Context: an optimization exercise on an open-source flow, tuned for small area, a short achievable clock period and few clock cycles per item. The choices shown serve that exercise and are no tape-out recipe.
The RTL was checked by simulation tests, not by an equivalence proof against the original design.
Power figures rest on the tool's default switching activity, not on a simulated workload.

File: flow/run.sh
#!/bin/bash
# synth_recipe.tcl (not shown) runs the flow's synth.tcl, then flattens the netlist and writes it again
# the make line also repeats each setting of config.mk as NAME=value (left out here)
make -C /OpenROAD-flow-scripts/flow DESIGN_CONFIG=/design/flow/config.mk WORK_HOME=/design/flow/orfs CLKGATE_MAP_FILE= SYNTH_SCRIPT=/design/flow/synth_recipe.tcl finish
File: flow/config.mk
export PLATFORM = sky130hd
export DESIGN_NAME = dict_encoder
export DESIGN_NICKNAME = dict_encoder
export VERILOG_FILES = /design/flow/design.v
export SDC_FILE = /design/flow/constraint.sdc
export NUM_CORES = 4
export LEC_CHECK = 0
export CAP_MARGIN = 20
export CORE_MARGIN = 2
export CORE_UTILIZATION = 40
export SLEW_MARGIN = 20
File: flow/constraint.sdc
create_clock -name core_clock -period 12.0 [get_ports {clk}]
set_input_delay 2.4000 -clock core_clock [delete_from_list [all_inputs] [get_ports {clk}]]
set_output_delay 2.4000 -clock core_clock [all_outputs]
set_load 0.01 [all_outputs]
File: flow/design.v
module match_unit (
    input  wire [31:0] entry,
    input  wire [31:0] line,
    input  wire        en,
    output wire [2:0]  rank       
);
    wire [31:0] d = entry ^ line;
    wire        z, p1, a2, f4, w, t;
    wire [15:0] l1a, l1b;
    wire [7:0]  q1, q2, q3;
    genvar k;
    generate
        for (k = 0; k < 16; k = k + 1) begin : g_l1
            assign l1a[k] = d[2*k] | d[2*k+1];
            assign l1b[k] = d[2*k] & d[2*k+1];
        end
        for (k = 0; k < 8; k = k + 1) begin : g_l2
            assign q1[k] = l1a[2*k] | l1a[2*k+1];
            assign q2[k] = l1b[2*k] | l1b[2*k+1] | (l1a[2*k] & l1a[2*k+1]);
            assign q3[k] = (l1b[2*k] & l1a[2*k+1]) | (l1a[2*k] & l1b[2*k+1]);
        end
    endgenerate
    function [2:0] c3(input [2:0] x, input [2:0] y);    
        c3 = {x[2] | y[2] | (x[1] & y[0]) | (x[0] & y[1]),
              x[1] | y[1] | (x[0] & y[0]),
              x[0] | y[0]};
    endfunction
    wire [2:0] o0 = c3({q3[0], q2[0], q1[0]}, {q3[1], q2[1], q1[1]});
    wire [2:0] o1 = c3({q3[2], q2[2], q1[2]}, {q3[3], q2[3], q1[3]});
    wire [2:0] o2 = c3({q3[4], q2[4], q1[4]}, {q3[5], q2[5], q1[5]});
    wire [2:0] o3 = c3({q3[6], q2[6], q1[6]}, {q3[7], q2[7], q1[7]});
    wire [2:0] h0 = c3(o0, o1);
    wire [2:0] h1 = c3(o2, o3);
    wire [2:0] g  = c3(h0, h1);
    reg [31:0] sfx;
    integer i;
    always @(*) begin
        sfx[31] = d[31];
        for (i = 30; i >= 0; i = i - 1)
            sfx[i] = sfx[i+1] | d[i];
    end
    wire far = |(d[27:0] & sfx[31:4]);
    wire [28:0] run4;
    generate
        for (k = 0; k < 29; k = k + 1) begin : g_f4
            assign run4[k] = &d[k+3:k];
        end
    endgenerate
    assign z  = en & ~g[0];
    assign p1 = en & g[0] & ~g[1];
    assign t  = en & g[1] & ~g[2];
    assign a2 = t & (|(d[30:0] & d[31:1]));
    assign w  = en & g[0] & ~far;
    assign f4 = w & (|run4);
    assign rank = z  ? 3'd0 :
                  p1 ? 3'd1 :
                  a2 ? 3'd2 :
                  f4 ? 3'd3 :
                  w  ? 3'd4 :
                  t  ? 3'd5 : 3'd6;
endmodule
module dict_encoder (
    input  wire        clk,
    input  wire        rst,
    input  wire        dict_we,
    input  wire [3:0]  dict_waddr,
    input  wire [31:0] dict_wdata,
    input  wire [4:0]  dict_size,
    input  wire        start,
    input  wire        in_valid,
    output wire        in_ready,
    input  wire [31:0] in_data,
    input  wire        in_last,
    output reg         row_valid,
    output reg  [31:0] row_data,
    output reg         done
);
    localparam [2:0] TAG_LIT = 3'd0, TAG_RLE = 3'd1, TAG_DIR = 3'd2, TAG_BMD = 3'd3,
                     TAG_FM1 = 3'd4, TAG_FM2 = 3'd5, TAG_FM4 = 3'd6, TAG_PMM = 3'd7;
    reg [31:0] dict [0:15];
    always @(posedge clk)
        if (dict_we)
            dict[dict_waddr] <= dict_wdata;
    reg [15:0] en;
    integer e;
    always @(posedge clk)
        if (start)
            for (e = 0; e < 16; e = e + 1)
                en[e] <= (e < dict_size);
    reg  vb2;            
    wire pfull;          
    wire stall = pfull & vb2;
    wire adv   = ~stall;
    assign in_ready = adv;
    reg [31:0] x0;
    reg        v0, last0;
    always @(posedge clk) begin
        if (rst)
            v0 <= 1'b0;
        else if (adv)
            v0 <= in_valid;
        if (adv) begin
            x0    <= in_data;
            last0 <= in_last;
        end
    end
    wire [47:0] mrank;
    genvar g;
    generate
        for (g = 0; g < 16; g = g + 1) begin : g_match
            match_unit u_m (
                .entry (dict[g]),
                .line  (x0),
                .en    (en[g]),
                .rank  (mrank[3*g +: 3])
            );
        end
    endgenerate
    reg [31:0] xa;
    reg        has_prev, rle_valid, in_run;
    reg [2:0]  run_cnt;
    wire       lookback = has_prev & (x0 == xa);
    reg        n_pre, n_own, n_fin;
    reg  [2:0] n_cnt;
    always @(*) begin
        n_pre = 1'b0;
        n_own = 1'b0;
        n_cnt = run_cnt;
        n_fin = 1'b0;
        if (in_run) begin
            if (lookback) begin
                n_cnt = run_cnt + 3'd1;
                n_fin = last0 | (run_cnt == 3'd6);
                n_pre = n_fin;
            end else begin
                n_pre = 1'b1;
                n_own = 1'b1;
            end
        end else if (lookback & ~rle_valid) begin
            n_cnt = 3'd0;
            n_pre = last0;
        end else begin
            n_own = 1'b1;
        end
    end
    always @(posedge clk) begin
        if (start) begin
            has_prev  <= 1'b0;
            rle_valid <= 1'b0;
            in_run    <= 1'b0;
        end else if (v0 & adv) begin
            has_prev <= 1'b1;
            if (in_run) begin
                if (lookback) begin
                    run_cnt <= n_cnt;
                    if (n_fin) in_run <= 1'b0;
                end else begin
                    in_run    <= 1'b0;
                    rle_valid <= 1'b0;
                end
            end else if (!lookback) begin
                rle_valid <= 1'b0;
            end else if (!rle_valid) begin
                rle_valid <= 1'b1;
                run_cnt   <= 3'd0;
                in_run    <= ~last0;
            end
        end
    end
    reg        va1, a1_pre, a1_own, a1_last;
    reg [2:0]  a1_cnt;
    reg [47:0] a1_rank;
    always @(posedge clk) begin
        if (rst)
            va1 <= 1'b0;
        else if (adv)
            va1 <= v0 & (n_pre | n_own);
        if (adv & v0) begin
            xa      <= x0;
            a1_pre  <= n_pre;
            a1_own  <= n_own;
            a1_cnt  <= n_cnt;
            a1_rank <= mrank;
            a1_last <= last0;
        end
    end
    reg [15:0] rz, rp1, ra2, rf4, rw, rt;
    integer r;
    always @(*) begin
        for (r = 0; r < 16; r = r + 1) begin
            rz[r]  = a1_rank[3*r +: 3] == 3'd0;
            rp1[r] = a1_rank[3*r +: 3] == 3'd1;
            ra2[r] = a1_rank[3*r +: 3] == 3'd2;
            rf4[r] = a1_rank[3*r +: 3] == 3'd3;
            rw[r]  = a1_rank[3*r +: 3] == 3'd4;
            rt[r]  = a1_rank[3*r +: 3] == 3'd5;
        end
    end
    reg [2:0]  wtag;
    reg [15:0] wvec;
    always @(*) begin
        if (|rz) begin
            wtag = TAG_DIR; wvec = rz;
        end else if (|rp1) begin
            wtag = TAG_FM1; wvec = rp1;
        end else if (|ra2) begin
            wtag = TAG_FM2; wvec = ra2;
        end else if (|rf4) begin
            wtag = TAG_FM4; wvec = rf4;
        end else if (|rw) begin
            wtag = TAG_BMD; wvec = rw;
        end else if (|rt) begin
            wtag = TAG_PMM; wvec = rt;
        end else begin
            wtag = TAG_LIT; wvec = 16'd0;
        end
    end
    reg [31:0] xb;
    reg        va2, a2_pre, a2_own, a2_last;
    reg [2:0]  a2_cnt, a2_tag;
    reg [15:0] a2_vec;
    always @(posedge clk) begin
        if (rst)
            va2 <= 1'b0;
        else if (adv)
            va2 <= va1;
        if (adv & va1) begin
            xb      <= xa;
            a2_pre  <= a1_pre;
            a2_own  <= a1_own;
            a2_cnt  <= a1_cnt;
            a2_tag  <= wtag;
            a2_vec  <= wvec;
            a2_last <= a1_last;
        end
    end
    reg [15:0] wone;      
    reg [3:0]  wj;
    reg        seen;
    integer b;
    always @(*) begin
        seen = 1'b0;
        wj   = 4'd0;
        for (b = 0; b < 16; b = b + 1) begin
            wone[b] = a2_vec[b] & ~seen;
            seen    = seen | a2_vec[b];
        end
        for (b = 15; b >= 0; b = b - 1)
            if (a2_vec[b]) wj = b[3:0];
    end
    reg [31:0] dmux;
    always @(*) begin
        dmux = 32'd0;
        for (b = 0; b < 16; b = b + 1)
            dmux = dmux | (dict[b] & {32{wone[b]}});
    end
    reg [31:0] db;        
    reg        vb1, b1_pre, b1_own, b1_last;
    reg [2:0]  b1_cnt, b1_tag;
    reg [3:0]  b1_j;
    always @(posedge clk) begin
        if (rst)
            vb1 <= 1'b0;
        else if (adv)
            vb1 <= va2;
        if (adv & va2) begin
            db      <= dmux ^ xb;
            b1_pre  <= a2_pre;
            b1_own  <= a2_own;
            b1_cnt  <= a2_cnt;
            b1_tag  <= a2_tag;
            b1_j    <= wj;
            b1_last <= a2_last;
        end
    end
    wire [31:0] ds;
    genvar q;
    generate
        for (q = 0; q < 32; q = q + 1) begin : g_ds
            assign ds[q] = db[31-q];
        end
    endgenerate
    reg [31:0] pre_or, suf_or, ffirst, flast;
    integer i;
    always @(*) begin
        pre_or[0] = 1'b0;
        for (i = 1; i < 32; i = i + 1)
            pre_or[i] = pre_or[i-1] | ds[i-1];
        suf_or[31] = 1'b0;
        for (i = 30; i >= 0; i = i - 1)
            suf_or[i] = suf_or[i+1] | ds[i+1];
        ffirst = ds & ~pre_or;
        flast  = ds & ~suf_or;
    end
    reg [4:0] fpos, lpos;
    always @(*) begin
        fpos = 5'd0;
        lpos = 5'd0;
        for (i = 0; i < 32; i = i + 1) begin
            if (ffirst[i]) fpos = fpos | i[4:0];
            if (flast[i])  lpos = lpos | i[4:0];
        end
    end
    wire       lo28 = pre_or[29];
    reg  [3:1] mwin;
    integer k;
    always @(*) begin
        mwin = 3'd0;
        for (i = 0; i <= 28; i = i + 1)
            for (k = 1; k <= 3; k = k + 1)
                mwin[k] = mwin[k] | (ffirst[i] & ds[i+k]);
    end
    wire [4:0] boff  = lo28 ? fpos : 5'd28;
    wire [3:0] bmask = lo28 ? {1'b1, mwin[1], mwin[2], mwin[3]} : {ds[28], ds[29], ds[30], ds[31]};
    reg [34:0] own;
    reg [5:0]  own_len;
    always @(*) begin
        own     = 35'd0;
        own_len = 6'd0;
        if (b1_own) begin
            case (b1_tag)
            TAG_DIR: begin own = {TAG_DIR, b1_j, 28'd0};              own_len = 6'd7;  end
            TAG_FM1: begin own = {TAG_FM1, fpos, b1_j, 23'd0};        own_len = 6'd12; end
            TAG_FM2: begin own = {TAG_FM2, fpos, b1_j, 23'd0};        own_len = 6'd12; end
            TAG_FM4: begin own = {TAG_FM4, fpos, b1_j, 23'd0};        own_len = 6'd12; end
            TAG_BMD: begin own = {TAG_BMD, boff, bmask, b1_j, 19'd0}; own_len = 6'd16; end
            TAG_PMM: begin own = {TAG_PMM, fpos, lpos, b1_j, 18'd0};  own_len = 6'd17; end
            default: begin own = {TAG_LIT, db};                       own_len = 6'd35; end
            endcase
        end
    end
    wire [40:0] item     = b1_pre ? {TAG_RLE, b1_cnt, own} : {own, 6'd0};
    wire [6:0]  item_len = {1'b0, own_len} + (b1_pre ? 7'd6 : 7'd0);
    reg [40:0] b_item;
    reg [6:0]  b_len;
    reg        b_last;
    always @(posedge clk) begin
        if (rst)
            vb2 <= 1'b0;
        else if (adv)
            vb2 <= vb1;
        if (adv) begin
            b_item <= item;
            b_len  <= item_len;
            b_last <= b1_last;
        end
    end
    reg [39:0] part;
    reg [5:0]  pfill;
    reg        fin;        
    reg        clr;
    assign pfull = pfill[5];
    wire [71:0] comb = {part[39:8], 40'd0} | ({b_item, 31'd0} >> pfill[4:0]);
    wire [6:0]  wtot = {2'b00, pfill[4:0]} + b_len;
    always @(posedge clk) begin
        row_valid <= 1'b0;
        done      <= 1'b0;
        clr       <= rst;
        if (rst) begin
            pfill <= 6'd0;
            fin   <= 1'b0;
        end else if (clr) begin
            part  <= 40'd0;
        end else if (pfull | fin) begin
            row_valid <= 1'b1;
            row_data  <= part[39:8];
            part      <= {part[7:0], 32'd0};
            if (pfill <= 6'd32) begin
                pfill <= 6'd0;
                if (fin) begin
                    done <= 1'b1;
                    fin  <= 1'b0;
                end
            end else begin
                pfill <= pfill - 6'd32;
            end
        end else if (vb2) begin
            if (wtot >= 7'd32) begin
                row_valid <= 1'b1;
                row_data  <= comb[71:40];
                part      <= comb[39:0];
                pfill     <= wtot[5:0] - 6'd32;
            end else begin
                part  <= comb[71:32];
                pfill <= wtot[5:0];
            end
            if (b_last) begin
                if (wtot <= 7'd32) begin
                    row_valid <= 1'b1;
                    row_data  <= comb[71:40];
                    part      <= 40'd0;
                    pfill     <= 6'd0;
                    done      <= 1'b1;
                end else begin
                    fin <= 1'b1;
                end
            end
        end
    end
endmodule
==> metrics.cfg <==
[outcome]
status = finished clean

[global_routing]
antenna_found_initial = 23
grt-ovfl-total = 0
grt_max_degree = 70
grt_pass1_vias = 59800
grt_usage = 0.3685
grt_pass1_wl_um = 449600

[sta]
drv_slew = 0
period_minus_slack_ns = 4.873
clock_skew_ns = 0.06210
rsz0062_at_grt = no
relSlewSlack = 0.1795
worstMarginPinSlew_ns = 1.231
finalSetupViolCount = 0
setup_slack_ns = 7.127
timing.setup.tns_ns = 0
hold_violations = 0
max_freq_mhz = 205.2
post-route-period-util = 0.4061

[worst_setup_path]
reg2reg_slack_ns = 7.13
cp-end-kind = flip-flop
worst_setup_path_start_kind = flip-flop
crit_slowest_cell = a221oi_1
critPathMaxFanout = 69
cp-startpoint = a2_vec[0]$_DFFE_PP_
worstSetupPathType = reg2reg
crit_arrival_ns = 5.35
reg2reg_to = db[24]$_DFFE_PP_
timing.rr.start = a2_vec[0]$_DFFE_PP_
worstPathCellList = buf_4 > nor4_1 > and3_1 > buf_4 > a221o_1 > a221oi_1 > nand4_1 > a221oi_1 > nand2_1 > xor2_1
reg2reg_depth = 10
cp-endpoint = db[24]$_DFFE_PP_
required_ns = 12.47
cpPeakStageDelay_ns = 0.94

[cts]
h-tree-depth = 3
numClockSinks = 891
clock_path_buffers = 3
cts_hold_buf = 0
cts_tree = yes
path_clk_slew_ns = 0.06
ctsResizeCount = 0
clock_latency_ns = 0.77
cts-root-buf = clkbuf_16
numCtsBuffers = 104
cts_setup_buffers = 0

[detailed_routing]
routed_via_density = 6.846
routed_wl_um = 324400
wl_per_cell_um = 33.97
vias = 65390
initialDrtViolationCount = 11900
drtPass1Iterations = 10
route.detailed.drc = 0
ant_nets = 0

[placement]
gp_congestion = 1.029
place_inst = 9345
pre_cts_slack_ns = 7.111
io_buffers = 113
dp_hpwl_um = 241900
placed_area_mm2 = 0.06993

[synthesis]
synth.cell_area_mm2 = 0.06626
ys_async_sr_fraction = 0
yosys_warnings = 2
synth-seq-cells = 891
synth_nets = 7270
synth_edf_count = 873
synth_flop_cell = edfxtp_1
synth_cells = 7180
syn_avg_cell_area_um2 = 9.228
ys_seq_area_frac = 0.4011
synthDistinctLibCells = 105

[power_and_ir_drop]
p_per_area_mw_per_mm2 = 116.3
ir_worst_vdd_v = 0.0001187
p_leak_uw = 0.02367

[floorplan]
rows = 149
dieWidth_um = 411.0
fp.dieH_um = 411.0
start_util = 0.4020
ioPinCount = 114
coreArea_mm2 = 0.1648
fp.dieArea_mm2 = 0.1689

[hold_path]
worstHoldStart = b1_last$_DFFE_PP_
worstHoldPathCells = 0
min_path_type = reg2reg

[cells_and_area]
fin_area_mm2 = 0.07355
drive_gt1_frac = 0.07847
stdcell_count = 9551
synthToLayoutAreaGrowth_pct = 11.01
nets = 7356

[run]
maxCapViolCount = 0

## layout make-up
type | count | area (µm²)
fill | 16060 | 91250
multi-input combinational | 5889 | 37830
sequential | 891 | 26580
clock buffer | 134 | 2786
tap | 2189 | 2739
timing repair buffer | 295 | 2532
clock inverter | 59 | 740.7
inverter | 85 | 324.1
antenna | 9 | 22.52
## routing by layer
layer  track usage  vias up  part of all wire
li1              -    27910                 -
met1        0.5041    32010              0.40
met2        0.5349     4644              0.41
met3        0.1048      803              0.13
met4        0.1729       14             0.057
met5             0        -           0.00026
## registers in the layout (all words and copies together) (netlist names), 3 cells and up
name,flops
xb,32
b_len,7
b_item,41
en,16
b1_j,4
a1_cnt,3
a2_tag,3
run_cnt,3
part,40
a1_rank,48
b1_tag,3
xa,32
db,32
x0,32
dict,512
row_data,32
a2_cnt,3
b1_cnt,3
pfill,6
a2_vec,16
## Yosys cell counts, types with 38 or more instances
| library cell | number | area, µm² |
|---|---|---|
| buf_6 | 51 | 574.3 |
| nor2b_1 | 62 | 387.9 |
| and3_1 | 41 | 256.5 |
| a22oi_1 | 92 | 690.7 |
| a222oi_1 | 74 | 740.7 |
| edfxtp_1 | 873 | 26220 |
| a221oi_1 | 100 | 875.8 |
| nand2_1 | 748 | 2808 |
| a31oi_1 | 75 | 469.2 |
| o211ai_1 | 61 | 457.9 |
| o22ai_1 | 159 | 994.7 |
| a221o_1 | 44 | 440.4 |
| o21ai_0 | 511 | 2557 |
| nand4_1 | 162 | 1013 |
| xor2_1 | 453 | 3968 |
| nor3_1 | 204 | 1021 |
| xnor2_1 | 430 | 3766 |
| nor2_1 | 771 | 2894 |
| a2111oi_0 | 52 | 455.4 |
| a211oi_1 | 93 | 698.2 |
| mux2i_1 | 74 | 740.7 |
| maj3_1 | 82 | 820.8 |
| clkbuf_1 | 202 | 758.2 |
| o2111ai_1 | 58 | 508.0 |
| or3_1 | 38 | 237.7 |
| nor4_1 | 104 | 650.6 |
| a21oi_1 | 521 | 2608 |
| inv_1 | 83 | 311.6 |
| nand3_1 | 163 | 815.8 |
## cells by family (layout without fill, tap and decap cells)
| logic type | after synthesis | in the layout | synth area share |
|---|---|---|---|
| mux | 136 | 136 | 0.02613 |
| xor+xnor | 906 | 906 | 0.1230 |
| buf+inv | 400 | 573 | 0.03014 |
| compound gates | 2199 | 2199 | 0.2204 |
| flops | 891 | 891 | 0.4011 |
| fa+ha+maj | 96 | 96 | 0.01520 |
| other cells | 1 | 10 | 0.00005660 |
| simple gates | 2551 | 2551 | 0.1839 |
## worst min-delay path by stage
stage / to / slack, ns
after floorplan: a2_cnt[0]$_DFFE_PP_ / 0.40
after global placement: b1_pre$_DFFE_PP_ / 0.40
after detailed placement: b_last$_DFFE_PN_ / 0.40
after CTS: b_last$_DFFE_PN_ / 0.42
after global routing: a2_cnt[2]$_DFFE_PP_ / 0.43
final: b_last$_DFFE_PN_ / 0.42
## cell usage in the layout (no fill, tap or decap), types with 78 or more instances in the layout
cell | Yosys | routed
xnor2_1 | 430 | 429
a211oi_1 | 93 | 92
nor3_1 | 204 | 196
buf_4 | 20 | 176
nor4_1 | 104 | 103
o22ai_1 | 159 | 159
nor2_1 | 771 | 756
a21oi_1 | 521 | 521
edfxtp_1 | 873 | 873
nand3_1 | 163 | 163
clkdlybuf4s50_1 | 0 | 107
a22oi_1 | 92 | 92
o21ai_0 | 511 | 511
nand4_1 | 162 | 162
nand2_1 | 748 | 748
maj3_1 | 82 | 82
xor2_1 | 453 | 453
clkbuf_16 | 0 | 105
inv_1 | 83 | 78
a221oi_1 | 100 | 100
## power by group
group	switching [µW]	total (µW)	internal (µW)
Clock	1420	3350	1930
Combinational	1150	1610	459
Sequential	107	3600	3500
## critical path: cells and delay by family (launching register included)
family                    cells  cell delay (ns)
and+or+nand+nor               4             1.10
AOI/OAI and AO/OA             3             2.01
buffers and inverters         2             0.90
DFF                           1             0.33
xor gates and xnor gates      1             0.22
## through the flow
stage	hold WS, ns	utilization	total power (µW)
final	0.4166	0.4463	8557
after global routing	0.4263	0.4462	8743
after CTS	0.4172	0.4457	8489
after detailed placement	0.4045	0.4243	5188
after global placement	0.4027	0.4242	5208
after floorplan	0.4003	-	4555
Testbench counts, summed over its fixed seeds: cycles 4,591, lines 4,098.

==> re-timing with driven ports <==
The flow's constraints put no driver on any port. The routed layout listed below was extracted and timed again, unchanged, in two steps. Step 1 assumes that a clkbuf_16 drives the clock port and a buf_2 every other input. Step 2 times the ports against the registers' clock, not the clock port: input delays grow and output delays shrink by t, the midpoint of the rising clock arrivals with the driver on. Slacks: ideal ports / drivers / drivers and shift; pairs: ideal ports / drivers.
t, ns: 0.834
setup slack, ns: 7.127 / 7.127 / 7.127
worst setup path after step 2: register to register
latest minus earliest clock arrival (ns): 0.062 / 0.062
After both steps this run still meets setup and hold. The setup slack of this run moves by 0.000 ns with the drivers and by 0.000 ns with both steps.
